Background: an optimization exercise with open tools, aiming at small area, a short achievable clock period and few clock cycles per item. Do not read the settings as production practice.
No run shown here included a check of the RTL's function; only the layout flow was run.

## flow/design.v (module list and top-level ports; edited modules follow where they fit)
// module sb_xor: 1 lines
// module sb_xnor: 1 lines
// module sb_and: 1 lines
// module sb_inv4: 26 lines
// module aes_sbox: 116 lines
// module aes_sbox_k: 125 lines
// module aes_dec_mix: 257 lines
// module aes_enc_mix: 174 lines
// module aes256_cbc: 206 lines
module aes256_cbc #(
  parameter [127:0] IV0 = 128'h0102030405060708090a0b0c0d0e0f10
) (
  input  wire         clk,
  input  wire         rst,         
  input  wire         in_valid,
  output wire         in_ready,
  input  wire [1:0]   in_op,
  input  wire         in_first,
  input  wire [127:0] in_data,
  input  wire [255:0] in_key,
  output wire         out_valid,
  input  wire         out_ready,
  output wire [127:0] out_data,
  output wire [1:0]   out_err
);
  // ...
==> flow/run.sh <==
#!/bin/bash
# synth_recipe.tcl (not shown) runs the flow's synth.tcl, then flattens the netlist and writes it again
# the make line also repeats each setting of config.mk as NAME=value (left out here)
make -C /OpenROAD-flow-scripts/flow DESIGN_CONFIG=/design/flow/config.mk WORK_HOME=/design/flow/orfs CLKGATE_MAP_FILE= SYNTH_SCRIPT=/design/flow/synth_recipe.tcl finish
==> flow/config.mk <==
export PLATFORM = sky130hd
export DESIGN_NAME = aes256_cbc
export DESIGN_NICKNAME = aes256_cbc
export VERILOG_FILES = /design/flow/design.v
export SDC_FILE = /design/flow/constraint.sdc
export NUM_CORES = 8
export LEC_CHECK = 0
export CAP_MARGIN = 20
export CORE_MARGIN = 2
export CORE_UTILIZATION = 45
export PLACE_DENSITY = 0.6
export SETUP_SLACK_MARGIN = 4
export SLEW_MARGIN = 20
export SYNTH_HIERARCHICAL = 1
export SYNTH_MINIMUM_KEEP_SIZE = 0
==> flow/constraint.sdc <==
create_clock -name core_clock -period 11.0 [get_ports {clk}]
set_input_delay 2.2000 -clock core_clock [delete_from_list [all_inputs] [get_ports {clk}]]
set_output_delay 2.2000 -clock core_clock [all_outputs]
set_load 0.01 [all_outputs]
==> metrics.md, run 1 <==
| Metric | Value |
|---|---|
| Synth Area in Adders | `less than 1%` |
| Clock sink count | `~1,300` |
| Dpl cells | `14,905` |
| Critical Path Max Stage Delay | `590 ps` |
| Crit path from | `state[65]` |
| Largest cell class | `multi-input gates` |
| R2R depth | `24` |
| Hold Violations, Final | `0` |
| WS Path Type | `flop to flop` |
| Vias | `about 90,000` |
| WHS | `434 ps` |
| Post-Layout Inst Area | `130,000 um2` |
| Metal3 WL | `56,400 um` |
| Fill cells | `22,156` |
| CP endpoint kind | `flop` |
| Hold path start | `w[82]` |
| Placed wire-length estimate | `370,000 um` |
| Final ANT Viol Nets | `0` |
| Post-Synth XOR/XNOR Area | `35.0%` |
| Outcome | `no timing/DRC/antenna violations` |
| Mapped Cells | `11,959` |
| Syn_nets | `12,355` |
| Met1 Use GR | `49.5%` |
| DRT met1 WL | `between 150,000 and 200,000 um` |
| Non-Filler Instances | `15,360` |
| Synth area leader | `xor2_1` |
==> module aes256_cbc, before the edit <==
module aes256_cbc #(
  parameter [127:0] IV0 = 128'h0102030405060708090a0b0c0d0e0f10
) (
  input  wire         clk,
  input  wire         rst,         
  input  wire         in_valid,
  output wire         in_ready,
  input  wire [1:0]   in_op,
  input  wire         in_first,
  input  wire [127:0] in_data,
  input  wire [255:0] in_key,
  output wire         out_valid,
  input  wire         out_ready,
  output wire [127:0] out_data,
  output wire [1:0]   out_err
);
  localparam [1:0] OP_KEXP = 2'd0, OP_ENC = 2'd1, OP_DEC = 2'd2, OP_ILL = 2'd3;
  localparam [1:0] E_NONE = 2'd0, E_ILLEGAL = 2'd1, E_NOKEY = 2'd2;
  reg         busy;           
  reg [1:0]   err;            
  reg [3:0]   rnd;            
  reg         aesv;           
  reg         ovalid;
  reg [127:0] obuf;           
  reg [1:0]   oerr;
  reg [127:0] state;
  reg [127:0] chain;          
  reg [127:0] mask;           
  reg [255:0] k0;             
  reg [255:0] kn;             
  reg         kn_pending;     
  reg [255:0] w;              
  reg  enc, dec, kexp;        
  wire is_enc  = enc;
  wire is_dec  = dec;
  wire is_kexp = kexp;
  reg         parked;         
  wire at_end  = busy && !parked &&
                 (is_enc ? (rnd == 4'd14) : is_dec ? (rnd == 4'd0) : 1'b1);
  wire done    = at_end || (busy && parked);
  wire fin     = done && (!ovalid || out_ready);
  wire park    = at_end && !fin;
  assign in_ready  = !ovalid && (!busy || done) && !(in_op == OP_DEC && kn_pending);
  assign out_valid = ovalid;
  assign out_data  = obuf;
  assign out_err   = oerr;
  wire accept = in_valid && in_ready;
  function automatic [7:0] xtime(input [7:0] a);
    xtime = {a[6:0], 1'b0} ^ (a[7] ? 8'h1b : 8'h00);
  endfunction
  function automatic [7:0] ainv(input [7:0] b);
    ainv = {b[6] ^ b[4] ^ b[1], b[5] ^ b[3] ^ b[0], b[7] ^ b[4] ^ b[2], b[6] ^ b[3] ^ b[1],
            b[5] ^ b[2] ^ b[0], ~(b[7] ^ b[4] ^ b[1]), b[6] ^ b[3] ^ b[0], ~(b[7] ^ b[5] ^ b[2])};
  endfunction
  function automatic [7:0] alin(input [7:0] b);
    integer i;
    begin
      for (i = 0; i < 8; i = i + 1)
        alin[i] = b[i] ^ b[(i + 4) % 8] ^ b[(i + 5) % 8] ^ b[(i + 6) % 8] ^ b[(i + 7) % 8];
    end
  endfunction
  function automatic [127:0] alin_all(input [127:0] v);
    integer i;
    begin
      for (i = 0; i < 16; i = i + 1) alin_all[8*i +: 8] = alin(v[8*i +: 8]);
    end
  endfunction
  function automatic [127:0] ainv_all(input [127:0] v);
    integer i;
    begin
      for (i = 0; i < 16; i = i + 1) ainv_all[8*i +: 8] = ainv(v[8*i +: 8]);
    end
  endfunction
  wire [127:0] sb;
  wire [127:0] ka;
  genvar g;
  generate
    for (g = 0; g < 16; g = g + 1) begin : g_sbox
      localparam integer I = 15 - g;                        
      localparam integer J = I % 4 + 4 * ((I / 4 + I % 4) % 4);
      aes_sbox_k u_sb (.a(state[8*g +: 8]), .k(ka[127 - 8*J -: 8] & {8{dec}}), .y(sb[8*g +: 8]));
    end
  endgenerate
  reg [127:0] sr, isr;
  integer r, c;
  always @(*) begin
    for (r = 0; r < 4; r = r + 1)
      for (c = 0; c < 4; c = c + 1) begin
        sr[127 - 8*(r + 4*c) -: 8]  = sb[127 - 8*(r + 4*((c + r) % 4)) -: 8];
        isr[127 - 8*(r + 4*c) -: 8] = sb[127 - 8*(r + 4*((c + 4 - r) % 4)) -: 8];
      end
  end
  wire [127:0] wa   = w[255:128];
  wire [127:0] rkey = w[127:0];       
  wire [127:0] q_enc;
  generate
    for (g = 0; g < 4; g = g + 1) begin : g_emix
      aes_enc_mix u_em (.x(sr[32*g +: 32]), .k(rkey[32*g +: 32]), .y(q_enc[32*g +: 32]));
    end
  endgenerate
  assign ka = alin_all(rkey);
  wire [127:0] xs    = isr;                       
  wire [127:0] z     = ainv_all(xs);              
  wire [127:0] q_dec;
  generate
    for (g = 0; g < 4; g = g + 1) begin : g_dmix
      aes_dec_mix u_dm (.x(xs[32*g +: 32]), .y(q_dec[32*g +: 32]));
    end
  endgenerate
  wire [127:0] q_last = dec ? (z ^ mask) : (sr ^ rkey);
  wire [31:0] ks_in  = rkey[31:0];
  wire [31:0] ks_rot = rnd[0] ? {ks_in[23:0], ks_in[31:24]} : ks_in;
  wire [31:0] ks_sub;
  generate
    for (g = 0; g < 4; g = g + 1) begin : g_ksbox
      aes_sbox u_ksb (.a(ks_rot[8*g +: 8]), .y(ks_sub[8*g +: 8]));
    end
  endgenerate
  reg [7:0] rcon;
  always @(*) begin
    case (rnd)
      4'd1:    rcon = 8'h01;
      4'd3:    rcon = 8'h02;
      4'd5:    rcon = 8'h04;
      4'd7:    rcon = 8'h08;
      4'd9:    rcon = 8'h10;
      4'd11:   rcon = 8'h20;
      4'd13:   rcon = 8'h40;
      default: rcon = 8'h00;
    endcase
  end
  wire [31:0]  kt = ks_sub ^ {rcon, 24'h0};
  wire [31:0]  e0 = wa[127:96] ^ kt;
  wire [31:0]  e1 = wa[95:64] ^ (dec ? wa[127:96] : e0);
  wire [31:0]  e2 = wa[63:32] ^ (dec ? wa[95:64]  : e1);
  wire [31:0]  e3 = wa[31:0]  ^ (dec ? wa[63:32]  : e2);
  wire [255:0] w_step = {rkey, e0, e1, e2, e3};
  wire         chain_now = fin && is_enc && !parked;    
  wire [127:0] cv     = chain_now ? q_last : chain;      
  wire [127:0] xin    = in_first ? IV0 : cv;
  wire         new_enc = (in_op == OP_ENC) && aesv;
  wire         new_dec = (in_op == OP_DEC) && aesv;
  wire [255:0] kstart = (new_dec && !(busy && is_kexp)) ? kn : k0;
  wire [127:0] kin    = in_data ^ kstart[255:128];
  wire [127:0] init_d = ainv_all(kin);                   
  wire         use_sr = chain_now && !in_first;
  wire [127:0] qe     = kin ^ (in_first ? IV0 : chain_now ? rkey : chain);
  wire [127:0] init_e = qe ^ (sr & {128{use_sr}});
  wire         s_d    = dec && !accept;
  wire         s_e    = !dec && !accept;
  wire         s_id   = accept && new_dec;
  wire         s_ie   = accept && !new_dec;
  wire         load_w = (accept && (new_enc || new_dec)) || (busy && is_kexp && rnd == 4'd0);
  always @(posedge clk) begin
    state <= ({128{s_d}} & q_dec) | ({128{s_e}} & q_enc) | ({128{s_id}} & init_d) |
             ({128{s_ie}} & init_e);
    w <= load_w ? kstart : w_step;
    if (accept && in_op == OP_KEXP) k0 <= in_key;
    if (kn_pending && !is_dec && rnd == 4'd13) kn <= {e0, e1, e2, e3, rkey};
    if (accept && new_dec)          mask <= xin;
    else if (park)                  mask <= q_last;
  end
  always @(posedge clk) begin
    if (rst) begin
      busy   <= 1'b0;
      parked <= 1'b0;
      kn_pending <= 1'b0;
      aesv   <= 1'b0;
      ovalid <= 1'b0;
      chain  <= IV0;
    end else begin
      if (fin) begin
        ovalid <= 1'b1;
        obuf   <= !(is_enc || is_dec) ? 128'h0 : parked ? mask : q_last;
        oerr   <= err;
      end else if (out_ready) begin
        ovalid <= 1'b0;
      end
      if (at_end && is_enc) chain <= q_last;
      if (park) parked <= 1'b1;
      if (fin) begin
        busy   <= 1'b0;
        parked <= 1'b0;
      end
      rnd <= is_dec ? rnd - 4'd1 : rnd + 4'd1;
      if (kn_pending && !is_dec && rnd == 4'd13) kn_pending <= 1'b0;
      if (accept) begin
        busy <= 1'b1;
        enc  <= new_enc;
        dec  <= new_dec;
        kexp <= (in_op == OP_KEXP);
        err  <= (in_op == OP_ILL) ? E_ILLEGAL : (in_op != OP_KEXP && !aesv) ? E_NOKEY : E_NONE;
        if (in_op == OP_KEXP) begin
          aesv       <= 1'b1;
          kn_pending <= 1'b1;
          rnd        <= 4'd0;
        end
        if (new_enc) rnd <= 4'd1;
        if (new_dec) rnd <= 4'd13;
        if (new_dec) begin
          chain <= in_data;
        end
      end
    end
  end
endmodule
==> inputs of run 2 (changes only) <==
--- a/flow/design.v
+++ b/flow/design.v
@@ -3,2 +3,6 @@
 module sb_and  (input wire a, input wire b, output wire y); assign y = a & b;    endmodule
+module sb_ao21 (input wire a, input wire b, input wire c, output wire y); assign y = (a & b) | c; endmodule
+module sb_ao22 (input wire a, input wire b, input wire c, input wire d, output wire y);
+  assign y = (a & b) | (c & d);
+endmodule
 module sb_inv4 (input wire m20, input wire m21, input wire m22, input wire m23,
@@ -811,4 +815,2 @@
   wire [127:0] q_last = dec ? (z ^ mask) : (sr ^ rkey);
-  wire [31:0] ks_in  = rkey[31:0];
-  wire [31:0] ks_rot = rnd[0] ? {ks_in[23:0], ks_in[31:24]} : ks_in;
   wire [31:0] ks_sub;
@@ -816,3 +818,3 @@
     for (g = 0; g < 4; g = g + 1) begin : g_ksbox
-      aes_sbox u_ksb (.a(ks_rot[8*g +: 8]), .y(ks_sub[8*g +: 8]));
+      aes_sbox u_ksb (.a(rkey[8*g +: 8]), .y(ks_sub[8*g +: 8]));
     end
@@ -832,7 +834,11 @@
   end
-  wire [31:0]  kt = ks_sub ^ {rcon, 24'h0};
-  wire [31:0]  e0 = wa[127:96] ^ kt;
-  wire [31:0]  e1 = wa[95:64] ^ (dec ? wa[127:96] : e0);
-  wire [31:0]  e2 = wa[63:32] ^ (dec ? wa[95:64]  : e1);
-  wire [31:0]  e3 = wa[31:0]  ^ (dec ? wa[63:32]  : e2);
+  wire [31:0]  kt = rnd[0] ? {ks_sub[23:0], ks_sub[31:24]} : ks_sub;    
+  wire [31:0]  p0 = wa[127:96] ^ {rcon, 24'h0};
+  wire [31:0]  p1 = wa[95:64] ^ p0;
+  wire [31:0]  p2 = wa[63:32] ^ p1;
+  wire [31:0]  p3 = wa[31:0]  ^ p2;
+  wire [31:0]  e0 = p0 ^ kt;
+  wire [31:0]  e1 = dec ? (wa[95:64] ^ wa[127:96]) : (p1 ^ kt);
+  wire [31:0]  e2 = dec ? (wa[63:32] ^ wa[95:64])  : (p2 ^ kt);
+  wire [31:0]  e3 = dec ? (wa[31:0]  ^ wa[63:32])  : (p3 ^ kt);
   wire [255:0] w_step = {rkey, e0, e1, e2, e3};
@@ -848,3 +854,2 @@
   wire [127:0] qe     = kin ^ (in_first ? IV0 : chain_now ? rkey : chain);
-  wire [127:0] init_e = qe ^ (sr & {128{use_sr}});
   wire         s_d    = dec && !accept;
@@ -853,6 +858,15 @@
   wire         s_ie   = accept && !new_dec;
+  wire [127:0] sr_use, init_e, st_a, st_b, st_next;
+  generate
+    for (g = 0; g < 128; g = g + 1) begin : g_next
+      sb_and  u_su (.a(sr[g]), .b(use_sr), .y(sr_use[g]));
+      sb_xor  u_ie (.a(sr_use[g]), .b(qe[g]), .y(init_e[g]));
+      sb_ao22 u_sa (.a(s_id), .b(init_d[g]), .c(s_ie), .d(init_e[g]), .y(st_a[g]));
+      sb_ao21 u_sb (.a(s_e), .b(q_enc[g]), .c(st_a[g]), .y(st_b[g]));
+      sb_ao21 u_sc (.a(s_d), .b(q_dec[g]), .c(st_b[g]), .y(st_next[g]));
+    end
+  endgenerate
   wire         load_w = (accept && (new_enc || new_dec)) || (busy && is_kexp && rnd == 4'd0);
   always @(posedge clk) begin
-    state <= ({128{s_d}} & q_dec) | ({128{s_e}} & q_enc) | ({128{s_id}} & init_d) |
-             ({128{s_ie}} & init_e);
+    state <= st_next;
     w <= load_w ? kstart : w_step;
--- a/flow/config.mk
+++ b/flow/config.mk
@@ -7,3 +7,3 @@
 export LEC_CHECK = 0
-export CAP_MARGIN = 20
+export CAP_MARGIN = 30
 export CORE_MARGIN = 2
@@ -12,3 +12,3 @@
 export SETUP_SLACK_MARGIN = 4
-export SLEW_MARGIN = 20
+export SLEW_MARGIN = 35
 export SYNTH_HIERARCHICAL = 1
==> run 2 against run 1 <==
  * Routed wire length shrank 0.67%
  * Count of clock-buffer cells in the layout shrank 10
  * Utilization shrank 1.4 points
  * Maximum frequency grew 1.5%
  * Clock skew shrank 4.4 ps
  * Register-to-register slack gained 100 ps
  * Critical endpoint is now kn[155]
  * Largest cell class unchanged
==> metrics.md, run 2 <==
| Metric | Value |
|---|---|
| Outcome | `no timing/DRC/antenna violations (unchanged)` |
| DR iter-0 viols | `11,898 (was 11,417)` |
| Most common cell after layout, fill and taps aside | `xor2_1 (unchanged)` |
| Endpoints failing setup | `0 (unchanged)` |
| Synthesis-to-layout area growth | `13.8% (was 17.4%)` |
| Per-cell routed wire length | `30.9 um (was 31.7 um)` |
| Slew Limit Fails | `0 (unchanged)` |
| Final net count | `12,596 (was 12,387)` |
| Startpoint Class | `flop (unchanged)` |
| Clock Skews | `68.4 ps (was 72.8 ps)` |
| Most frequent cells in the layout | `xor2_1 (3,276), nand2_1 (970), xnor2_1 (876), and2_1 (797), edfxtp_1 (779) (was xor2_1 (2,801), nor2_1 (893), xnor2_1 (844), edfxtp_1 (779), nand2_1 (765))` |
| Crit path from | `w[21] (was state[65])` |
| Worst-margin pin slew | `1140 ps (was 1190 ps)` |
| CTS tree | `built (unchanged)` |
| Critical Path AT | `7400 ps (was 7590 ps)` |
| GRT Residual Overflow | `0 (unchanged)` |
| Initial antenna violation count | `52 (was 40)` |
| Footprint of the multi-input gates | `75,200 um2 (was 77,000 um2)` |
| Hold path start | `w[43] (was w[82])` |
| Min cycle time layout | `6870 ps (was 6970 ps)` |
| Mean Syn Cell Area | `9.15 um2 (was 9.25 um2)` |
| CTS clock-pin slew for the worst setup and hold paths | `60 ps (about the same)` |
| Global-route wire length before repair | `667,000 um (was 664,000 um)` |
| Largest registers | `k0 (256), kn (256), w (256) (unchanged)` |
| Synth async-reset ratio | `0% (unchanged)` |
| Gp weighted congestion | `0.998 (was 1.04)` |
| CP endpoint kind | `flop (unchanged)` |
| Share of the synthesized area in the top cell type | `27.9% (was 26.2%)` |
| Maximum fanout along the worst path | `11 (unchanged)` |
| Width of the chip | `502 um (was 500 um)` |
| Clock buffer depth | `3 (unchanged)` |
| Number of I/O pins | `523 (unchanged)` |
| H-tree depth | `4 (unchanged)` |
| Syn_nets | `12,586 (was 12,355)` |
| Total CTS buffers | `157 (was 153)` |
| RSZ-0062 raised after global routing | `true (unchanged)` |
| Synth area leader | `xor2_1 (unchanged)` |
| First-pass iteration count of the detailed router | `6 (was 7)` |
| Clock Latency Late Sink | `870 ps (was 880 ps)` |
| Vias | `91,183 (was 89,611)` |
| Max_cap viols | `0 (unchanged)` |
| Placed cell areas | `118,000 um2 (was 117,000 um2)` |
| Achievable Freq | `0.146 GHz (was 0.143 GHz)` |
| Final TNS setup | `0 ps (unchanged)` |
| Sequential share of the synthesized area | `30.2% (was 30.5%)` |
| Placeable Area | `246,000 um2 (was 245,000 um2)` |
| Mapped Cells | `12,190 (was 11,959)` |
| EDFF count, synth | `779 (unchanged)` |
| Initial Util | `45.3% (was 45.1%)` |
| Post-synth cell types | `67 (was 81)` |
| Die ar. | `252,000 um2 (was 250,000 um2)` |
| Final WL | `484,000 um (was 487,000 um)` |
| Die Y | `502 um (was 500 um)` |
| Largest net degree at the start of global routing | `176 (was 150)` |
| Synth Flop Type | `edfxtp_1 (unchanged)` |
| Synth Cell Area | `112,000 um2 (was 111,000 um2)` |
| Fill cells | `22,856 (was 22,156)` |
| Clock sink count | `1,296 (unchanged)` |
| WS Path Type | `flop to flop (unchanged)` |
| Port Buffers | `522 (unchanged)` |
| Root buffer cell | `clkbuf_16 (unchanged)` |
| Hold Violations, Final | `0 (unchanged)` |
| Most frequent cell after synthesis | `xor2_1 (unchanged)` |
| Placed wire-length estimate | `365,000 um (was 370,000 um)` |
| All-layer global routing usage | `37.2% (was 37.6%)` |
| Flops & latches, synth | `1,296 (unchanged)` |
| Worst r2r src | `w[21] (was state[65])` |
| DR vias/cell | `5.81 (was 5.83)` |
| FF+latch area | `33,800 um2 (about the same)` |
| Number of global-route vias before repair | `87,241 (was 85,447)` |
| Synth warnings | `7 (unchanged)` |
| Post-Layout Inst Area | `127,000 um2 (was 130,000 um2)` |
| DRC Markers | `0 (unchanged)` |
| Max_slew headroom | `23.7% (was 19.1%)` |
| Share of layout cells above drive strength 1 | `9.08% (was 14.3%)` |
| Hold Path Class | `flop to flop (unchanged)` |
| Top cells by count, synth | `xor2_1 (3,558), nand2_1 (974), xnor2_1 (942), and2_1 (799), edfxtp_1 (779) (was xor2_1 (3,310), xnor2_1 (912), nor2_1 (897), edfxtp_1 (779), nand2_1 (770))` |
| Top post-synthesis cells by area | `xor2_1 (28%), edfxtp_1 (21%), dfxtp_1 (9.3%), xnor2_1 (7.4%), and2_1 (4.5%) (was xor2_1 (26%), edfxtp_1 (21%), dfxtp_1 (9.4%), xnor2_1 (7.2%), mux2i_1 (4.3%))` |
| Std-Cell Rows | `182 (unchanged)` |
| Final ANT Viol Nets | `0 (unchanged)` |
| Required @ worst endpoint | `11,530 ps (was 11,620 ps)` |
| Fin crit share | `62.4% (was 63.4%)` |
## run 2: cell count changes in the layout (fill, tap and decap cells not counted), moves of 112 or more
cell,change
xor2_1,+475
mux2i_1,-233
nand4b_1,+173
and2_1,+257
xor2_4,-146
a211oi_1,-112
buf_4,-129
nor2_1,-203
o21ai_0,-181
a21o_1,+241
nand2_1,+205
## run 2: final timing paths
path / end / slack, ps / depth (start not counted)
max: kn[155] / 4130 / 19
min: kn[43] / 430 / 0
max reg2reg: kn[155] / 4130 / 19
min reg2reg: kn[43] / 430 / 0
## run 2: kinds of logic after synthesis
logic type / count (synthesis) / share of synthesized area (%)
buffers and inverters: 1083 / 5.56
xor gates and xnor gates: 4550 / 36.3
muxes: 296 / 2.76
AOI/OAI and AO/OA: 1675 / 10.0
adders and majority gates: 5 / 0.0561
and+or+nand+nor: 3285 / 15.1
DFF: 1296 / 30.2
## run 2: layout make-up
class                           instances  share of cell area [%]
Timing Repair Buffer                  864                    6.44
Antenna cell                           35                  0.0690
Sequential cell                      1296                    26.6
Tap cell                             3312                    3.26
Inverter                               68                   0.212
Multi-Input combinational cell       9813                    59.2
Clock inverter                         93                   0.942
Clock buffer                          200                    3.29
## run 2: critical path: stages (launching register included)
cell and delay, ps:
dfxtp_2 600, xor2_1 440, xor2_1 380, xor2_1 300, and2_1 190, xor2_1 190, xor2_1 240, xor2_2 430
nand2_1 200, o2111ai_1 220, nand2_1 110, and2_1 200, xor2_1 360, xor2_1 320, xor2_1 270, xor2_1 500
mux2i_1 370, xnor3_1 430, nor2_1 330, xnor2_1 440
## run 2: modules after synthesis, one instance, submodules excluded
module,cells inside,cell area [um2],copies in the design,flip-flops and latches
sb_xnor,1,8.76,144,0
aes256_cbc,6778,68400,1,1296
sb_inv4,36,230,20,0
sb_ao22,1,8.76,128,0
aes_enc_mix,32,240,4,0
sb_and,1,6.26,668,0
aes_sbox_k,8,60.1,16,0
sb_ao21,1,7.51,256,0
aes_sbox,8,60.1,4,0
aes_dec_mix,32,240,4,0
sb_xor,1,8.76,3080,0
## run 2: metal layers
| metal | global-route usage (%) | wire length [um] | up-vias |
|---|---|---|---|
| li1 | - | - | 40007 |
| met4 | 20.6 | 31300 | 4 |
| met5 | 0 | 34 | - |
| met1 | 50.7 | 200000 | 44801 |
| met2 | 54.4 | 203000 | 5362 |
| met3 | 7.85 | 49300 | 1009 |
## run 2: repair_timing
item | CTS | global route
pin swaps | 11 | 16
setup buffers | 13 | 34
hold endpoints to repair | 0 | 0
gates resized for setup | 156 | 160
hold buffers | 0 | 0
cloned | 0 | 2
endpoints found under the setup margin | 188 | 233
## run 2: through the flow
step / util, % / instances / worst slack (ps) / hold WS (ps)
global placement: 48.0 / 15297 / 2640 / 412
floorplan: - / 12190 / 3050 / 400
finish: 51.6 / 15681 / 4130 / 430
global route: 51.6 / 15665 / 3910 / 446
CTS: 50.8 / 15606 / 3990 / 432
detailed placement: 48.1 / 15300 / 2980 / 414
==> inputs of run 3 (changes only) <==
--- a/flow/config.mk
+++ b/flow/config.mk
@@ -11,3 +11,3 @@
 export PLACE_DENSITY = 0.6
-export SETUP_SLACK_MARGIN = 4
+export SETUP_SLACK_MARGIN = 5
 export SLEW_MARGIN = 35
==> run 3 against run 2 <==
  * Routed wire length up 2.1%
  * Synthesized area did not move
  * Count of clock-buffer cells in the layout is 3 lower
  * Die area unchanged
  * Still clean
  * Critical path depth is 2 higher
  * Register-to-register slack improved by 860 ps
  * Via count is 3.1% higher
  * Global-route usage is 0.30 points higher
==> metrics.md, run 3 <==
| Metric | Value |
|---|---|
| Per-cell routed wire length | `30.5 um (was 30.9 um)` |
| Number of I/O pins | `523 (unchanged)` |
| Reg2Reg Setup Slack | `4990 ps (was 4130 ps)` |
| Endpoints failing setup | `0 (unchanged)` |
| Hold path start | `w[54] (was w[43])` |
| Mean Syn Cell Area | `9.15 um2 (unchanged)` |
| Max_slew headroom | `28.2% (was 23.7%)` |
| Hold path cells | `0 (unchanged)` |
| Die Y | `502 um (unchanged)` |
| Total CTS buffers | `155 (was 157)` |
| Syn_nets | `12,586 (unchanged)` |
| Std-Cell Rows | `182 (unchanged)` |
| Width of the chip | `502 um (unchanged)` |
| CTS clock-pin slew for the worst setup and hold paths | `60 ps (about the same)` |
| Max_cap viols | `0 (unchanged)` |
| Most frequent cell after synthesis | `xor2_1 (unchanged)` |
| Synthesis-to-layout area growth | `25.1% (was 13.8%)` |
| Vias | `94,014 (was 91,183)` |
| CP endpoint kind | `flop (unchanged)` |
| Final WL | `494,000 um (was 484,000 um)` |
| Synth area leader | `xor2_1 (unchanged)` |
| Min cycle time layout | `6010 ps (was 6870 ps)` |
| FF-to-FF End | `kn[179] (was kn[155])` |
| Number of global-route vias before repair | `88,800 (was 87,241)` |
| Share of layout cells above drive strength 1 | `18.4% (was 9.08%)` |
| DP Worst Slack | `3060 ps (was 2980 ps)` |
| DR vias/cell | `5.80 (was 5.81)` |
| Most frequent cells in the layout | `xor2_1 (2,764), nand2_1 (970), xnor2_1 (836), edfxtp_1 (779), and2_1 (772) (was xor2_1 (3,276), nand2_1 (970), xnor2_1 (876), and2_1 (797), edfxtp_1 (779))` |
| Share of the synthesized area in the top cell type | `27.9% (unchanged)` |
| First-pass iteration count of the detailed router | `9 (was 6)` |
| Worst Hold End | `kn[54] (was kn[43])` |
| Hold Path Class | `flop to flop (unchanged)` |
| DRC Markers | `0 (unchanged)` |
| Initial antenna violation count | `49 (was 52)` |
| Synth async-reset ratio | `0% (unchanged)` |
| EDFF count, synth | `779 (unchanged)` |
| Clock buffer depth | `3 (unchanged)` |
| Synth Flop Type | `edfxtp_1 (unchanged)` |
| Top post-synthesis cells by area | `xor2_1 (28%), edfxtp_1 (21%), dfxtp_1 (9.3%), xnor2_1 (7.4%), and2_1 (4.5%) (unchanged)` |
| Fin crit share | `54.6% (was 62.4%)` |
| Achievable Freq | `0.167 GHz (was 0.146 GHz)` |
| Top cells by count, synth | `xor2_1 (3,558), nand2_1 (974), xnor2_1 (942), and2_1 (799), edfxtp_1 (779) (unchanged)` |
| Synth warnings | `7 (unchanged)` |
| Root buffer cell | `clkbuf_16 (unchanged)` |
| Clock sink count | `1,296 (unchanged)` |
| Largest net degree at the start of global routing | `169 (was 176)` |
| Outcome | `no timing/DRC/antenna violations (unchanged)` |
| H-tree depth | `4 (unchanged)` |
| Placed wire-length estimate | `362,000 um (was 365,000 um)` |
| Clock Skews | `74.7 ps (was 68.4 ps)` |
| Hold Violations, Final | `0 (unchanged)` |
| Mapped Cells | `12,190 (unchanged)` |
| All-layer global routing usage | `37.5% (was 37.2%)` |
| DR iter-0 viols | `12,535 (was 11,898)` |
| Gp weighted congestion | `1.01 (was 0.998)` |
| Flops & latches, synth | `1,296 (unchanged)` |
| Critical Path AT | `6600 ps (was 7400 ps)` |
| Sequential share of the synthesized area | `30.2% (unchanged)` |
| Worst Setup Slack, final | `4990 ps (was 4130 ps)` |
| Worst-margin pin slew | `1080 ps (was 1140 ps)` |
| Global-route wire length before repair | `673,000 um (was 667,000 um)` |
| Slew Limit Fails | `0 (unchanged)` |
| R2R depth | `21 (was 19)` |
| Final TNS setup | `0 ps (unchanged)` |
| GRT Residual Overflow | `0 (unchanged)` |
| Final net count | `13,128 (was 12,596)` |
| Worst r2r src | `w[13] (was w[21])` |
| Most common cell after layout, fill and taps aside | `xor2_1 (unchanged)` |
| Required @ worst endpoint | `11,590 ps (was 11,530 ps)` |
| Synth Cell Area | `112,000 um2 (unchanged)` |
| Startpoint Class | `flop (unchanged)` |
| Largest registers | `k0 (256), kn (256), w (256) (unchanged)` |
| Clock Latency Late Sink | `870 ps (about the same)` |
| CTS tree | `built (unchanged)` |
| Maximum fanout along the worst path | `7 (was 11)` |
| Placeable Area | `246,000 um2 (unchanged)` |
| Post-synth cell types | `67 (unchanged)` |
| Final ANT Viol Nets | `0 (unchanged)` |
| Port Buffers | `522 (unchanged)` |
| WS Path Type | `flop to flop (unchanged)` |
| RSZ-0062 raised after global routing | `true (unchanged)` |
| Die ar. | `252,000 um2 (unchanged)` |
| Initial Util | `45.3% (unchanged)` |
## run 3: layout make-up
type,instances,area (um2)
fill,21336,107000
clock buffer,197,4150
tap,3312,4140
antenna,22,55.1
multi-input combinational,9812,82400
timing repair buffer,1399,13500
sequential,1296,33900
inverter,68,272
clock inverter,94,1230
## run 3: logic make-up (layout without fill, tap and decap cells)
logic type	Yosys count	in the layout	synth area share [%]
AO/OA/AOI/OAI	1675	1675	10.0
XOR/XNOR	4550	4550	36.3
adder cells (fa/ha/maj)	5	5	0.0561
buffers and inverters	1083	1758	5.56
flip-flops	1296	1296	30.2
multiplexers	296	296	2.76
other	0	22	0
AND/OR/NAND/NOR	3285	3286	15.1
## run 3: worst max-delay path, stage by stage, from the launching register on
cell and delay, ps:
dfxtp_1 390, buf_8 230, xor2_4 340, xor2_2 270
xor2_1 270, and2_1 190, xor2_1 230, xor2_2 200
xor2_2 280, nand2_1 180, o2111ai_1 220, nand2_1 130
and2_1 240, xor2_4 250, xor2_2 280, xor2_2 280
xor2_2 380, mux2i_1 290, xnor2_2 260, buf_4 220
nor2b_1 170, xnor2_2 460
## run 3: per-module statistics from Yosys (local to each module, per instance), a selection
module       copies in the design  cells
aes_enc_mix                     4     32
aes_sbox                        4      8
aes_sbox_k                     16      8
sb_and                        668      1
sb_ao21                       256      1
sb_ao22                       128      1
sb_inv4                        20     36
sb_xnor                       144      1
sb_xor                       3080      1
## run 3: metal layers
metal | wire length [um] | vias to the layer above | GRT usage (%)
li1 | - | 40701 | -
met1 | 197000 | 46551 | 50.8
met2 | 210000 | 5585 | 55.5
met3 | 52500 | 1165 | 7.48
met4 | 34800 | 12 | 21.2
met5 | 83 | - | 0
## run 3: worst max-delay path by stage
| stage | slack, ps | start | to | cells past startpoint |
|---|---|---|---|---|
| after floorplan | 3050 | dec | kn[0] | 6 |
| after global placement | 2890 | state[52] | state[0] | 22 |
| after detailed placement | 3060 | state[20] | state[96] | 22 |
| after CTS | 4880 | w[4] | kn[138] | 21 |
| after global routing | 4780 | w[13] | w[18] | 23 |
| final | 4990 | w[13] | kn[179] | 21 |
## run 3: through the flow
stage	instances	hold slack [ps]	utilization (%)	instance area, um2
global placement	15298	416	48.0	118000
global route	16190	448	56.7	140000
CTS	15786	411	53.4	131000
detailed placement	15303	422	48.2	119000
finish	16200	434	56.7	140000
floorplan	12190	400	-	112000
## run 3: timing repair
item,4_1_cts,5_1_grt
cloned,1,0
endpoints found under the setup margin,734,432
pin swaps,148,250
hold buffers,0,0
gates resized for setup,770,718
setup buffers,191,389
==> inputs of run 4 (changes only) <==
--- a/flow/config.mk
+++ b/flow/config.mk
@@ -11,3 +11,3 @@
 export PLACE_DENSITY = 0.6
-export SETUP_SLACK_MARGIN = 5
+export SETUP_SLACK_MARGIN = 4.5
 export SLEW_MARGIN = 35
==> run 4 against run 3 <==
  * Maximum frequency down 6.5%
  * Critical endpoint is now state[107]
  * Count of clock-buffer cells in the layout unchanged
  * Global-route usage down 0.42 points
  * Non-clock buffer count down 464
  * Design area down 6.3%
  * Cell count down 2.9%
==> metrics.md, run 4 <==
| Metric | Value |
|---|---|
| Outcome | `no timing/DRC/antenna violations (unchanged)` |
| Util after Layout | `53.1% (was 56.7%)` |
| Most frequent cells in the layout | `xor2_1 (3,111), nand2_1 (970), xnor2_1 (848), and2_1 (795), edfxtp_1 (779) (was xor2_1 (2,764), nand2_1 (970), xnor2_1 (836), edfxtp_1 (779), and2_1 (772))` |
| Slew Limit Fails | `0 (unchanged)` |
| Synthesis-to-layout area growth | `17.2% (was 25.1%)` |
| Initial Util | `45.3% (unchanged)` |
| Post-Layout Inst Area | `131,000 um2 (was 140,000 um2)` |
| Hold path start | `w[52] (was w[54])` |
| WHS | `435 ps (was 434 ps)` |
| Mapped Cells | `12,190 (unchanged)` |
| M2 GR Usage | `54.9% (was 55.5%)` |
| Synth Flop Type | `edfxtp_1 (unchanged)` |
| Buffers plus inverters on the worst setup path | `4 (was 2)` |
| Vias | `91,564 (was 94,014)` |
| Die ar. | `252,000 um2 (unchanged)` |
| Die Y | `502 um (unchanged)` |
| Worst Hold End | `kn[52] (was kn[54])` |
| CP delay by family, top | `buffers and inverters (was XOR/XNOR gates)` |
| Crit-path cells | `clkdlybuf4s50_1 -> nand3b_1 -> buf_12 -> inv_6 -> nand2_8 -> buf_4 -> mux2i_1 -> xnor2_1 -> xor3_1 -> a22o_1 -> a21o_1 -> a21o_1 (was buf_8 -> xor2_4 -> xor2_2 -> xor2_1 -> and2_1 -> xor2_1 -> xor2_2 -> xor2_2 -> nand2_1 -> o2111ai_1 -> nand2_1 -> and2_1 -> xor2_4 -> xor2_2 -> xor2_2 -> xor2_2 -> mux2i_1 -> xnor2_2 -> buf_4 -> nor2b_1 -> xnor2_2)` |
| Worst Setup Slack, final | `4570 ps (was 4990 ps)` |
| Top cells by count, synth | `xor2_1 (3,558), nand2_1 (974), xnor2_1 (942), and2_1 (799), edfxtp_1 (779) (unchanged)` |
| Number of global-route vias before repair | `87,407 (was 88,800)` |
| Final TNS setup | `0 ps (unchanged)` |
| Clock buffer depth | `3 (unchanged)` |
| Total CTS buffers | `155 (unchanged)` |
| Worst-margin pin slew | `1090 ps (was 1080 ps)` |
| Max_slew headroom | `26.7% (was 28.2%)` |
| EDFF count, synth | `779 (unchanged)` |
| Largest registers | `k0 (256), kn (256), w (256) (unchanged)` |
| Root buffer cell | `clkbuf_16 (unchanged)` |
| Mean Syn Cell Area | `9.15 um2 (unchanged)` |
| Synth async-reset ratio | `0% (unchanged)` |
| Post-synth cell types | `67 (unchanged)` |
| Syn_nets | `12,586 (unchanged)` |
| FF+latch area | `33,800 um2 (was 33,900 um2)` |
| Sequential share of the synthesized area | `30.2% (unchanged)` |
| Synth area leader | `xor2_1 (unchanged)` |
| WS Path Type | `primary input to flop (was flop to flop)` |
| Width of the chip | `502 um (unchanged)` |
| H-tree depth | `4 (unchanged)` |
| Top post-synthesis cells by area | `xor2_1 (28%), edfxtp_1 (21%), dfxtp_1 (9.3%), xnor2_1 (7.4%), and2_1 (4.5%) (unchanged)` |
| Achievable Freq | `0.156 GHz (was 0.167 GHz)` |
| Placed cell areas | `119,000 um2 (unchanged)` |
| Share of layout cells above drive strength 1 | `11.5% (was 18.4%)` |
| Placeable Area | `246,000 um2 (unchanged)` |
| Hold path cells | `0 (unchanged)` |
| Fill cells | `22,291 (was 21,336)` |
| Final ANT Viol Nets | `0 (unchanged)` |
| Largest net degree at the start of global routing | `169 (unchanged)` |
| Footprint of the multi-input gates | `78,000 um2 (was 82,400 um2)` |
| Synth Cell Area | `112,000 um2 (unchanged)` |
| Initial antenna violation count | `44 (was 49)` |
| Number of I/O pins | `523 (unchanged)` |
| DR vias/cell | `5.82 (was 5.80)` |
| Share of the synthesized area in the top cell type | `27.9% (unchanged)` |
| All-layer global routing usage | `37.0% (was 37.5%)` |
| Met1 Use GR | `50.3% (was 50.8%)` |
| Most frequent cell after synthesis | `xor2_1 (unchanged)` |
| Most numerous cell on the critical path | `a21o_1 (was xor2_2)` |
| R2R depth | `23 (was 21)` |
| Hold Violations, Final | `0 (unchanged)` |
| FF-to-FF End | `state[78] (was kn[179])` |
| Startpoint Class | `primary input (was flop)` |
| DRC Markers | `0 (unchanged)` |
| Std-Cell Rows | `182 (unchanged)` |
| Clock Skews | `77.3 ps (was 74.7 ps)` |
| GRT busiest layer | `met2 (unchanged)` |
| Clock Latency Late Sink | `860 ps (was 870 ps)` |
| Critical Path AT | `7170 ps (was 6600 ps)` |
| Clock sink count | `1,296 (unchanged)` |
| Most common cell after layout, fill and taps aside | `xor2_1 (unchanged)` |
| Slowest CP cell | `clkdlybuf4s50_1 (was xnor2_2)` |
| Global-route wire length before repair | `666,000 um (was 673,000 um)` |
| RSZ-0062 raised after global routing | `true (unchanged)` |
| DR iter-0 viols | `12,044 (was 12,535)` |
| Critical Path Max Stage Delay | `610 ps (was 460 ps)` |
| GRT Residual Overflow | `0 (unchanged)` |
| Flops & latches, synth | `1,296 (unchanged)` |
| First-pass iteration count of the detailed router | `9 (unchanged)` |
| Final WL | `485,000 um (was 494,000 um)` |
| CP endpoint kind | `flop (unchanged)` |
| DP Worst Slack | `3060 ps (unchanged)` |
| Final net count | `12,666 (was 13,128)` |
| Synth warnings | `7 (unchanged)` |
| Reg2Reg Setup Slack | `4600 ps (was 4990 ps)` |
| Max_cap viols | `0 (unchanged)` |
| Placed wire-length estimate | `362,000 um (unchanged)` |
| CTS clock-pin slew for the worst setup and hold paths | `60 ps (about the same)` |
| Worst r2r src | `state[13] (was w[13])` |
| Fin crit share | `58.4% (was 54.6%)` |
| Endpoints failing setup | `0 (unchanged)` |
| Hold Path Class | `flop to flop (unchanged)` |
| CTS tree | `built (unchanged)` |
| Per-cell routed wire length | `30.8 um (was 30.5 um)` |
| Maximum fanout along the worst path | `98 (was 7)` |
| Hold-fix buffers, CTS | `0 (unchanged)` |
| M3 GR Usage | `7.49% (was 7.48%)` |
| Gp weighted congestion | `1.01 (unchanged)` |
| Required @ worst endpoint | `11,750 ps (was 11,590 ps)` |
| Min cycle time layout | `6430 ps (was 6010 ps)` |
| Port Buffers | `522 (unchanged)` |
[run 4: routing by layer]
metal / vias to the layer above / share of wire (%)
met5: - / 0.024
met4: 16 / 6.4
met3: 1033 / 10
met2: 5292 / 43
met1: 45172 / 41
li1: 40051 / -
[run 4: cells by family (layout without fill, tap and decap cells)]
group | count (synthesis) | after routing | share of synthesized area [%]
xor gates and xnor gates | 4550 | 4552 | 36.3
and+or+nand+nor | 3285 | 3286 | 15.1
AOI/OAI and AO/OA | 1675 | 1675 | 10.0
DFF | 1296 | 1296 | 30.2
buffers and inverters | 1083 | 1294 | 5.56
muxes | 296 | 296 | 2.76
adders and majority gates | 5 | 5 | 0.0561
other | 0 | 19 | 0
[run 4: worst max-delay path by stage]
stage                    from          to  slack (ps)  cells past startpoint
detailed placement  state[20]   state[96]        3060                     22
floorplan                 dec       kn[0]        3050                      6
CTS                 state[17]   state[96]        4480                     24
global route        state[42]  state[108]        4340                     22
finish               in_op[0]  state[107]        4570                     12
global placement    state[52]    state[0]        2890                     22
[run 4: final cells by class]
type | instances | area share (%)
Inverter | 68 | 0.206
Clock buffer | 197 | 3.17
Clock inverter | 94 | 0.941
Antenna cell | 19 | 0.0364
Sequential cell | 1296 | 25.8
Tap cell | 3312 | 3.17
Multi-Input combinational cell | 9814 | 59.7
Timing Repair Buffer | 935 | 6.97
[run 4: Yosys stat by module, one instance, submodules excluded, excerpt]
module / cells / area [um2]
aes_enc_mix: 32 / 240
sb_ao21: 1 / 7.51
aes_sbox_k: 8 / 60.1
sb_xor: 1 / 8.76
sb_and: 1 / 6.26
aes256_cbc: 6778 / 68400
aes_sbox: 8 / 60.1
sb_inv4: 36 / 230
sb_xnor: 1 / 8.76
sb_ao22: 1 / 8.76
[run 4: worst register-to-register path, cell delays in order (launching register included)]
cell and delay [ps]:
dfxtp_1 540, xor2_2 300, xor2_2 310, xor2_1 280
and2_1 200, xor2_1 180, xor2_1 250, xor2_2 320
buf_4 170, and2b_1 180, nor2_1 50, a21oi_1 210
and2_1 250, xor2_1 260, xor2_1 380, xor2_1 210
xor2_1 210, buf_6 260, xor2_4 310, xor2_4 330
xor2_4 350, xor2_4 260, xnor2_1 170, a21o_2 310
[run 4: what timing repair did]
item / 4_1_cts / 5_1_grt
buffers inserted: 49 / 65
pin swaps: 31 / 84
hold endpoints to repair: 0 / 0
gates cloned: 0 / 3
endpoints found under the setup margin: 423 / 322
gates resized for setup: 337 / 380
[run 4: stage by stage]
stage | instances
CTS | 15643
global placement | 15298
global route | 15725
finish | 15735
detailed placement | 15303
floorplan | 12190
==> inputs of run 5 (changes only) <==
--- a/flow/config.mk
+++ b/flow/config.mk
@@ -9,4 +9,4 @@
 export CORE_MARGIN = 2
-export CORE_UTILIZATION = 45
-export PLACE_DENSITY = 0.6
+export CORE_UTILIZATION = 55
+export PLACE_DENSITY = 0.7
 export SETUP_SLACK_MARGIN = 4.5
==> run 5 against run 4 <==
  * Design area down 0.78%
  * Routed wire length down 2.4%
  * Critical path depth up 8
  * Via count up 1.5%
  * Worst setup slack worse by 87 ps
  * Flip-flop and latch count unchanged
  * Highest routed layer unchanged
==> metrics.md, run 5 <==
| Metric | Value |
|---|---|
| Maximum fanout along the worst path | `10 (was 98)` |
| WS Path Type | `flop to flop (was primary input to flop)` |
| Synth Cell Area | `112,000 um2 (unchanged)` |
| EDFF count, synth | `779 (unchanged)` |
| Hold Path Class | `flop to flop (unchanged)` |
| Top post-synthesis cells by area | `xor2_1 (28%), edfxtp_1 (21%), dfxtp_1 (9.3%), xnor2_1 (7.4%), and2_1 (4.5%) (unchanged)` |
| Buffers plus inverters on the worst setup path | `3 (was 4)` |
| Clock sink count | `1,296 (unchanged)` |
| Flops & latches, synth | `1,296 (unchanged)` |
| CTS clock-pin slew for the worst setup and hold paths | `60 ps (about the same)` |
| Post-Synth XOR/XNOR Area | `36.3% (unchanged)` |
| Synthesis-to-layout area growth | `16.3% (was 17.2%)` |
| Initial Util | `55.3% (was 45.3%)` |
| Top cells by count, synth | `xor2_1 (3,558), nand2_1 (974), xnor2_1 (942), and2_1 (799), edfxtp_1 (779) (unchanged)` |
| Post-synth cell types | `67 (unchanged)` |
| Crit-path cells | `buf_4 -> xor2_4 -> xor2_2 -> xor2_1 -> and2_1 -> xor2_2 -> xor2_1 -> xor2_2 -> buf_4 -> buf_4 -> and3_1 -> a21oi_1 -> and2_1 -> xor2_2 -> xor2_1 -> xnor2_2 -> mux2i_1 -> xnor3_1 -> mux2i_1 -> xnor2_1 (was clkdlybuf4s50_1 -> nand3b_1 -> buf_12 -> inv_6 -> nand2_8 -> buf_4 -> mux2i_1 -> xnor2_1 -> xor3_1 -> a22o_1 -> a21o_1 -> a21o_1)` |
| Largest registers | `k0 (256), kn (256), w (256) (unchanged)` |
| Placed wire-length estimate | `353,000 um (was 362,000 um)` |
| Most frequent cell after synthesis | `xor2_1 (unchanged)` |
| Fill cells | `16,617 (was 22,291)` |
| Fin crit share | `59.2% (was 58.4%)` |
| Synth warnings | `7 (unchanged)` |
| Footprint of the multi-input gates | `77,800 um2 (was 78,000 um2)` |
| Worst Setup Slack, final | `4490 ps (was 4570 ps)` |
| Post-synthesis simple-gate area fraction | `15.1% (unchanged)` |
| Slowest CP cell | `xnor3_1 (was clkdlybuf4s50_1)` |
| Critical Path AT | `7030 ps (was 7170 ps)` |
| CTS tree | `built (unchanged)` |
| Placeable Area | `202,000 um2 (was 246,000 um2)` |
| Std-Cell Rows | `165 (was 182)` |
| Total CTS buffers | `152 (was 155)` |
| DR vias/cell | `6.16 (was 5.82)` |
| Met1 Use GR | `57.0% (was 50.3%)` |
| Die Y | `454 um (was 502 um)` |
| Most numerous cell on the critical path | `xor2_2 (was a21o_1)` |
| First-pass iteration count of the detailed router | `8 (was 9)` |
| Achievable Freq | `0.154 GHz (was 0.156 GHz)` |
| GRT Residual Overflow | `0 (unchanged)` |
| DRC Markers | `0 (unchanged)` |
| Hold Violations, Final | `0 (unchanged)` |
| Die ar. | `206,000 um2 (was 252,000 um2)` |
| Largest net degree at the start of global routing | `144 (was 169)` |
| Most common cell after layout, fill and taps aside | `xor2_1 (unchanged)` |
| Gp weighted congestion | `1.06 (was 1.01)` |
| H-tree depth | `4 (unchanged)` |
| Hold-fix buffers, CTS | `0 (unchanged)` |
| Clock buffer depth | `3 (unchanged)` |
| Slew Limit Fails | `0 (unchanged)` |
| Synth Flop Type | `edfxtp_1 (unchanged)` |
| Per-cell routed wire length | `31.3 um (was 30.8 um)` |
| Reg2Reg Setup Slack | `4490 ps (was 4600 ps)` |
| DP Worst Slack | `2650 ps (was 3060 ps)` |
| Min cycle time layout | `6510 ps (was 6430 ps)` |
| Root buffer cell | `clkbuf_16 (unchanged)` |
| Final TNS setup | `0 ps (unchanged)` |
| Final net count | `12,663 (was 12,666)` |
| Critical Path Max Stage Delay | `660 ps (was 610 ps)` |
| Mapped Cells | `12,190 (unchanged)` |
| Clock Latency Late Sink | `860 ps (about the same)` |
| Final WL | `473,000 um (was 485,000 um)` |
| Syn_nets | `12,586 (unchanged)` |
| Non-Filler Instances | `15,093 (was 15,735)` |
| Required @ worst endpoint | `11,520 ps (was 11,750 ps)` |
| M2 GR Usage | `63.7% (was 54.9%)` |
| Number of I/O pins | `523 (unchanged)` |
| Max_cap viols | `0 (unchanged)` |
| Global-route wire length before repair | `654,000 um (was 666,000 um)` |
| Initial antenna violation count | `48 (was 44)` |
| Mux share of post-synthesis cell area | `2.76% (unchanged)` |
| Final ANT Viol Nets | `0 (unchanged)` |
| CP delay by family, top | `XOR/XNOR gates (was buffers and inverters)` |
| Max_slew headroom | `23.7% (was 26.7%)` |
| Synth area leader | `xor2_1 (unchanged)` |
| Startpoint Class | `flop (was primary input)` |
| Mean Syn Cell Area | `9.15 um2 (unchanged)` |
| M3 GR Usage | `12.9% (was 7.49%)` |
| GRT busiest layer | `met2 (unchanged)` |
| DR iter-0 viols | `13,271 (was 12,044)` |
| Share of layout cells above drive strength 1 | `11.5% (about the same)` |
| RSZ-0062 raised after global routing | `true (unchanged)` |
| Sequential share of the synthesized area | `30.2% (unchanged)` |
| Largest family of logic cells by synthesized area | `XOR/XNOR gates (unchanged)` |
| Synth async-reset ratio | `0% (unchanged)` |
| Most frequent cells in the layout | `xor2_1 (3,110), nand2_1 (970), xnor2_1 (870), and2_1 (796), edfxtp_1 (779) (was xor2_1 (3,111), nand2_1 (970), xnor2_1 (848), and2_1 (795), edfxtp_1 (779))` |
| CP endpoint kind | `flop (unchanged)` |
| All-layer global routing usage | `44.2% (was 37.0%)` |
| Endpoints failing setup | `0 (unchanged)` |
| Compound-cell area share of the yosys netlist | `10.0% (unchanged)` |
| Vias | `92,980 (was 91,564)` |
| Synth Area in Adders | `0.0561% (unchanged)` |
| Number of global-route vias before repair | `88,940 (was 87,407)` |
| Outcome | `no timing/DRC/antenna violations (unchanged)` |
| Clock Skews | `49.5 ps (was 77.3 ps)` |
| FF+latch area | `33,800 um2 (about the same)` |
| Port Buffers | `522 (unchanged)` |
| Worst-margin pin slew | `1140 ps (was 1090 ps)` |
| Width of the chip | `454 um (was 502 um)` |
| Dpl cells | `14,640 (was 15,303)` |
| Share of the synthesized area in the top cell type | `27.9% (unchanged)` |
==> run 5: cell counts after synthesis <==
No cell type changed its count.
==> run 5: path summary, 6_finish.rpt <==
check / from / end / depth (start not counted)
setup / recovery: w[31] / kn[216] / 20
hold / removal: w[45] / kn[45] / 0
setup reg to reg: w[31] / kn[216] / 20
hold reg to reg: w[45] / kn[45] / 0
==> run 5: cells by family after synthesis <==
| group | count (synthesis) |
|---|---|
| xor gates and xnor gates | 4550 |
| and+or+nand+nor | 3285 |
| AOI/OAI and AO/OA | 1675 |
| DFF | 1296 |
| buffers and inverters | 1083 |
| muxes | 296 |
| adders and majority gates | 5 |
==> run 5: repair_timing <==
| item | 4_1_cts | 5_1_grt |
|---|---|---|
| resized for setup | 374 | 373 |
| setup endpoints to repair | 429 | 279 |
| setup buffers | 61 | 75 |
| gates cloned | 1 | 0 |
| pin swaps | 31 | 79 |
==> run 5: area by class of cell <==
| type | instances | share of cell area, % |
|---|---|---|
| Inverter | 68 | 0.207 |
| Clock buffer | 188 | 3.18 |
| Antenna cell | 22 | 0.0424 |
| Timing Repair Buffer | 937 | 6.95 |
| Clock inverter | 98 | 1.04 |
| Sequential cell | 1296 | 26.1 |
| Tap cell | 2672 | 2.58 |
| Multi-Input combinational cell | 9812 | 59.9 |
==> run 5: per-stage QoR <==
step                      cell area (um2)  utilization, %  hold WS, ps
after detailed placement           117000            58.2          421
after global placement             117000            58.0          419
after CTS                          126000            62.5          439
after floorplan                    112000               -          400
after global routing               130000            64.3          454
final                              130000            64.3          442
==> run 5: per-module statistics from Yosys (local to each module, per instance) <==
module       area (um2)  flip-flops and latches  times used  cells
sb_and             6.26                       0         668      1
sb_xnor            8.76                       0         144      1
sb_xor             8.76                       0        3080      1
sb_ao21            7.51                       0         256      1
aes256_cbc        68400                    1296           1   6778
sb_inv4             230                       0          20     36
aes_enc_mix         240                       0           4     32
aes_sbox           60.1                       0           4      8
aes_dec_mix         240                       0           4     32
sb_ao22            8.76                       0         128      1
aes_sbox_k         60.1                       0          16      8
==> run 5: layer usage <==
layer | share of wire, % | routed length (um)
met5 | 0.028 | 133
met4 | 8.4 | 39600
met3 | 12 | 58400
met2 | 41 | 196000
met1 | 38 | 179000
==> inputs of run 6 (changes only) <==
==> flow/flow/run.sh (new file) <==
#!/bin/bash
# The standard layout (the standard.sh, ORFS synthesis to final), with one change: the port
# buffers that global placement inserts are the smallest buffer cell instead of ORFS's default
# pick (a 4-stage delay buffer). Every port still gets its buffer.
set -euo pipefail
bash standard.sh 'BUFFER_PORTS_ARGS=-buffer_cell sky130_fd_sc_hd__buf_1' finish > standard_flow.log 2>&1
==> flow/standard.sh (new file) <==
#!/bin/bash
# synth_recipe.tcl (not shown) runs the flow's synth.tcl, then flattens the netlist and writes it again
# the make line also repeats each setting of config.mk as NAME=value (left out here)
make -C /OpenROAD-flow-scripts/flow DESIGN_CONFIG=/design/flow/config.mk WORK_HOME=/design/flow/orfs CLKGATE_MAP_FILE= SYNTH_SCRIPT=/design/flow/synth_recipe.tcl "${@:-finish}"
--- a/flow/config.mk
+++ b/flow/config.mk
@@ -9,5 +9,5 @@
 export CORE_MARGIN = 2
-export CORE_UTILIZATION = 55
-export PLACE_DENSITY = 0.7
-export SETUP_SLACK_MARGIN = 4.5
+export CORE_UTILIZATION = 45
+export PLACE_DENSITY = 0.6
+export SETUP_SLACK_MARGIN = 5
 export SLEW_MARGIN = 35
removed: flow/run.sh
==> run 6 against run 5 <==
  * Register-to-register slack improved by 440 ps
  * Design area rose by 5.4%
  * First-iteration DRC count decreased by 14%
==> metrics.md, run 6 <==
| Metric | Value |
|---|---|
| Outcome | `no timing/DRC/antenna violations (unchanged)` |
| Clock Latency Late Sink | `860 ps (about the same)` |
| Maximum fanout along the worst path | `9 (was 10)` |
| Flops & latches, synth | `1,296 (unchanged)` |
| Number of I/O pins | `523 (unchanged)` |
| Total CTS buffers | `155 (was 152)` |
| WS Path Type | `flop to flop (unchanged)` |
| Synthesis-to-layout area growth | `22.6% (was 16.3%)` |
| Vias | `94,087 (was 92,980)` |
| Worst Setup Slack, final | `4920 ps (was 4490 ps)` |
| Endpoints failing setup | `0 (unchanged)` |
| GRT Residual Overflow | `0 (unchanged)` |
| Most common cell after layout, fill and taps aside | `xor2_1 (unchanged)` |
| Hold Path Class | `flop to flop (unchanged)` |
| Required @ worst endpoint | `11,740 ps (was 11,520 ps)` |
| Mapped Cells | `12,190 (unchanged)` |
| Initial Util | `45.3% (was 55.3%)` |
| Synth Flop Type | `edfxtp_1 (unchanged)` |
| EDFF count, synth | `779 (unchanged)` |
| H-tree depth | `4 (unchanged)` |
| Critical Path Max Stage Delay | `420 ps (was 660 ps)` |
| Initial antenna violation count | `47 (was 48)` |
| Most frequent cell after synthesis | `xor2_1 (unchanged)` |
| Non-Filler Instances | `16,208 (was 15,093)` |
| Dpl cells | `15,303 (was 14,640)` |
| Synth warnings | `7 (unchanged)` |
| Synth async-reset ratio | `0% (unchanged)` |
| CTS tree | `built (unchanged)` |
| DRC Markers | `0 (unchanged)` |
| Global-route wire length before repair | `679,000 um (was 654,000 um)` |
| Clock Skews | `65.1 ps (was 49.5 ps)` |
| Post-synth cell types | `67 (unchanged)` |
| DP Worst Slack | `2900 ps (was 2650 ps)` |
| Footprint of the multi-input gates | `82,800 um2 (was 77,800 um2)` |
| Root buffer cell | `clkbuf_16 (unchanged)` |
| Sequential share of the synthesized area | `30.2% (unchanged)` |
| Clock sink count | `1,296 (unchanged)` |
| Clock buffer depth | `3 (unchanged)` |
| CP endpoint kind | `flop (unchanged)` |
| Share of layout cells above drive strength 1 | `18.9% (was 11.5%)` |
| Slowest CP cell | `dfxtp_1 (was xnor3_1)` |
| Synth Cell Area | `112,000 um2 (unchanged)` |
| Min cycle time layout | `6080 ps (was 6510 ps)` |
| Placeable Area | `246,000 um2 (was 202,000 um2)` |
| Final net count | `13,123 (was 12,663)` |
| Fill cells | `21,724 (was 16,617)` |
| FF+latch area | `34,000 um2 (was 33,800 um2)` |
| Top cells by count, synth | `xor2_1 (3,558), nand2_1 (974), xnor2_1 (942), and2_1 (799), edfxtp_1 (779) (unchanged)` |
| Hold Violations, Final | `0 (unchanged)` |
| Die ar. | `252,000 um2 (was 206,000 um2)` |
| Max_cap viols | `0 (unchanged)` |
| DR vias/cell | `5.80 (was 6.16)` |
| Crit-path cells | `xor2_4 -> xor2_4 -> xor2_2 -> and2_1 -> xor2_4 -> xor2_2 -> xor2_2 -> buf_4 -> and2b_1 -> nor2_1 -> a21oi_1 -> and2_1 -> xor2_1 -> xor2_2 -> xor2_1 -> xor2_1 -> buf_6 -> xor2_4 -> xor2_4 -> xor2_1 -> xor2_1 -> xor2_1 -> a21o_2 (was buf_4 -> xor2_4 -> xor2_2 -> xor2_1 -> and2_1 -> xor2_2 -> xor2_1 -> xor2_2 -> buf_4 -> buf_4 -> and3_1 -> a21oi_1 -> and2_1 -> xor2_2 -> xor2_1 -> xnor2_2 -> mux2i_1 -> xnor3_1 -> mux2i_1 -> xnor2_1)` |
| Top post-synthesis cells by area | `xor2_1 (28%), edfxtp_1 (21%), dfxtp_1 (9.3%), xnor2_1 (7.4%), and2_1 (4.5%) (unchanged)` |
| Critical Path AT | `6820 ps (was 7030 ps)` |
| Per-cell routed wire length | `30.7 um (was 31.3 um)` |
| Number of global-route vias before repair | `89,462 (was 88,940)` |
| Port Buffers | `522 (unchanged)` |
| Most numerous cell on the critical path | `xor2_1 (was xor2_2)` |
| Gp weighted congestion | `1.01 (was 1.06)` |
| Width of the chip | `502 um (was 454 um)` |
| DR iter-0 viols | `11,442 (was 13,271)` |
| Final ANT Viol Nets | `0 (unchanged)` |
| Syn_nets | `12,586 (unchanged)` |
| Largest registers | `k0 (256), kn (256), w (256) (unchanged)` |
| Final TNS setup | `0 ps (unchanged)` |
| Die Y | `502 um (was 454 um)` |
| CTS clock-pin slew for the worst setup and hold paths | `70 ps (was 60 ps)` |
| RSZ-0062 raised after global routing | `true (unchanged)` |
| Fin crit share | `55.2% (was 59.2%)` |
| Share of the synthesized area in the top cell type | `27.9% (unchanged)` |
| Final WL | `498,000 um (was 473,000 um)` |
| Slew Limit Fails | `0 (unchanged)` |
| Most frequent cells in the layout | `xor2_1 (2,745), nand2_1 (970), xnor2_1 (836), edfxtp_1 (779), and2_1 (756) (was xor2_1 (3,110), nand2_1 (970), xnor2_1 (870), and2_1 (796), edfxtp_1 (779))` |
| Worst-margin pin slew | `1080 ps (was 1140 ps)` |
| Startpoint Class | `flop (unchanged)` |
| Synth area leader | `xor2_1 (unchanged)` |
| All-layer global routing usage | `37.9% (was 44.2%)` |
| Placed wire-length estimate | `367,000 um (was 353,000 um)` |
| Achievable Freq | `0.165 GHz (was 0.154 GHz)` |
| First-pass iteration count of the detailed router | `9 (was 8)` |
| Std-Cell Rows | `182 (was 165)` |
| Max_slew headroom | `28.3% (was 23.7%)` |
| Largest net degree at the start of global routing | `145 (was 144)` |
| Mean Syn Cell Area | `9.15 um2 (unchanged)` |
run 6: cell count changes in the layout (fill, tap and decap cells not counted), moves of 28 or more:
cell / previous run / this run
buf_1: 0 / 520
clkdlybuf4s50_1: 520 / 0
xor2_1: 3110 / 2745
buf_4: 333 / 685
xor2_2: 304 / 513
xor2_4: 148 / 304
dfxtp_1: 472 / 393
dfxtp_2: 40 / 97
buf_12: 23 / 79
and2_1: 796 / 756
buf_6: 45 / 85
xnor2_1: 870 / 836
and2_2: 1 / 29
run 6: per-stage QoR:
stage / util [%] / hold WS (ps) / cell area (um2)
2_1_floorplan: - / 400 / 112000
3_3_place_gp: 46.7 / 417 / 115000
3_5_place_dp: 46.9 / 417 / 115000
4_1_cts: 52.4 / 434 / 129000
5_1_grt: 55.5 / 442 / 137000
6_report: 55.6 / 427 / 137000
run 6: layer usage:
| layer | track usage (%) | part of all wire [%] | vias up |
|---|---|---|---|
| met2 | 56.2 | 43 | 5660 |
| met1 | 50.2 | 39 | 46484 |
| met5 | 0 | 0.031 | - |
| met3 | 9.32 | 11 | 1246 |
| met4 | 21.4 | 6.7 | 22 |
| li1 | - | - | 40675 |
run 6: worst paths after layout:
| path | from | to | slack, ps | cells past startpoint |
|---|---|---|---|---|
| max reg2reg | state[11] | state[76] | 4920 | 23 |
| min | err[0] | oerr[0] | 430 | 0 |
| min reg2reg | err[0] | oerr[0] | 430 | 0 |
| max | state[11] | state[76] | 4920 | 23 |
run 6: critical path: cells and delay by family (launching register included):
| family | cells | cell delay [ps] |
|---|---|---|
| DFF | 1 | 420 |
| xor gates and xnor gates | 15 | 3880 |
| and+or+nand+nor | 4 | 750 |
| buffers and inverters | 2 | 370 |
| AOI/OAI and AO/OA | 2 | 520 |
run 6: timing repair:
item / in CTS / in global routing
gates cloned: 0 / 1
pin swaps: 162 / 219
setup endpoints to repair: 754 / 455
hold buffers: 0 / 0
setup buffers: 220 / 356
gates resized for setup: 859 / 692
run 6: cell type report:
class	count	share of cell area, %
diodes	34	0.0622
clock buffers	190	3.02
clock inverters	102	0.974
inverters	68	0.197
multi-input cells	9812	60.6
flip-flops and latches	1296	24.8
well taps	3312	3.03
repair buffers	1394	7.34
run 6: Yosys stat by module (local to each module, per instance), a selection:
module       cells  copies in the design  flip-flops and latches  cell area [um2]
aes_sbox_k       8                    16                       0             60.1
sb_inv4         36                    20                       0              230
sb_xnor          1                   144                       0             8.76
sb_and           1                   668                       0             6.26
aes_sbox         8                     4                       0             60.1
aes_dec_mix     32                     4                       0              240
sb_ao21          1                   256                       0             7.51
sb_ao22          1                   128                       0             8.76
run 6: logic make-up after synthesis:
| logic type | synth area share, % |
|---|---|
| flip-flops | 30.2 |
| buffers and inverters | 5.56 |
| AND/OR/NAND/NOR | 15.1 |
| AO/OA/AOI/OAI | 10.0 |
| multiplexers | 2.76 |
| XOR/XNOR | 36.3 |
| adder cells (fa/ha/maj) | 0.0561 |

-- afterwards: timing with drivers on the ports --
The flow's constraints put no driver on any port. The routed layouts listed below were extracted and timed again, unchanged, in two steps.
Step 1 sets driving cells, clkbuf_16 on the clock port and buf_2 on the other inputs (assumed; they add their load-dependent delay and slew).
Step 2 also shifts input and output timing later by t, the mid clock arrival at the registers, as if the neighbouring blocks saw the same clock.
a / b / c = ideal ports / drivers / drivers and shift; a / b = the first two.
| run | t, ns | setup slack, ns | worst setup path at the end | slew at the worst register clock pin (ns) |
|---|---|---|---|---|
| run 1 | 0.947 | 4.026 / 4.026 / 3.651 | input to register | 0.07 / 0.07 |
| run 2 | 0.940 | 4.131 / 4.131 / 3.710 | input to register | 0.08 / 0.08 |
| run 3 | 0.926 | 4.994 / 4.994 / 4.216 | input to register | 0.08 / 0.08 |
| run 4 | 0.918 | 4.574 / 4.603 / 3.700 | input to register | 0.08 / 0.08 |
| run 5 | 0.933 | 4.486 / 4.486 / 3.698 | input to register | 0.07 / 0.07 |
| run 6 | 0.928 | 4.923 / 4.923 / 4.089 | input to register | 0.07 / 0.07 |
After both steps every run listed still meets setup and hold. For run 4, which loses most, drivers alone change the setup slack by +0.029 ns; drivers and shift together by -0.874 ns.
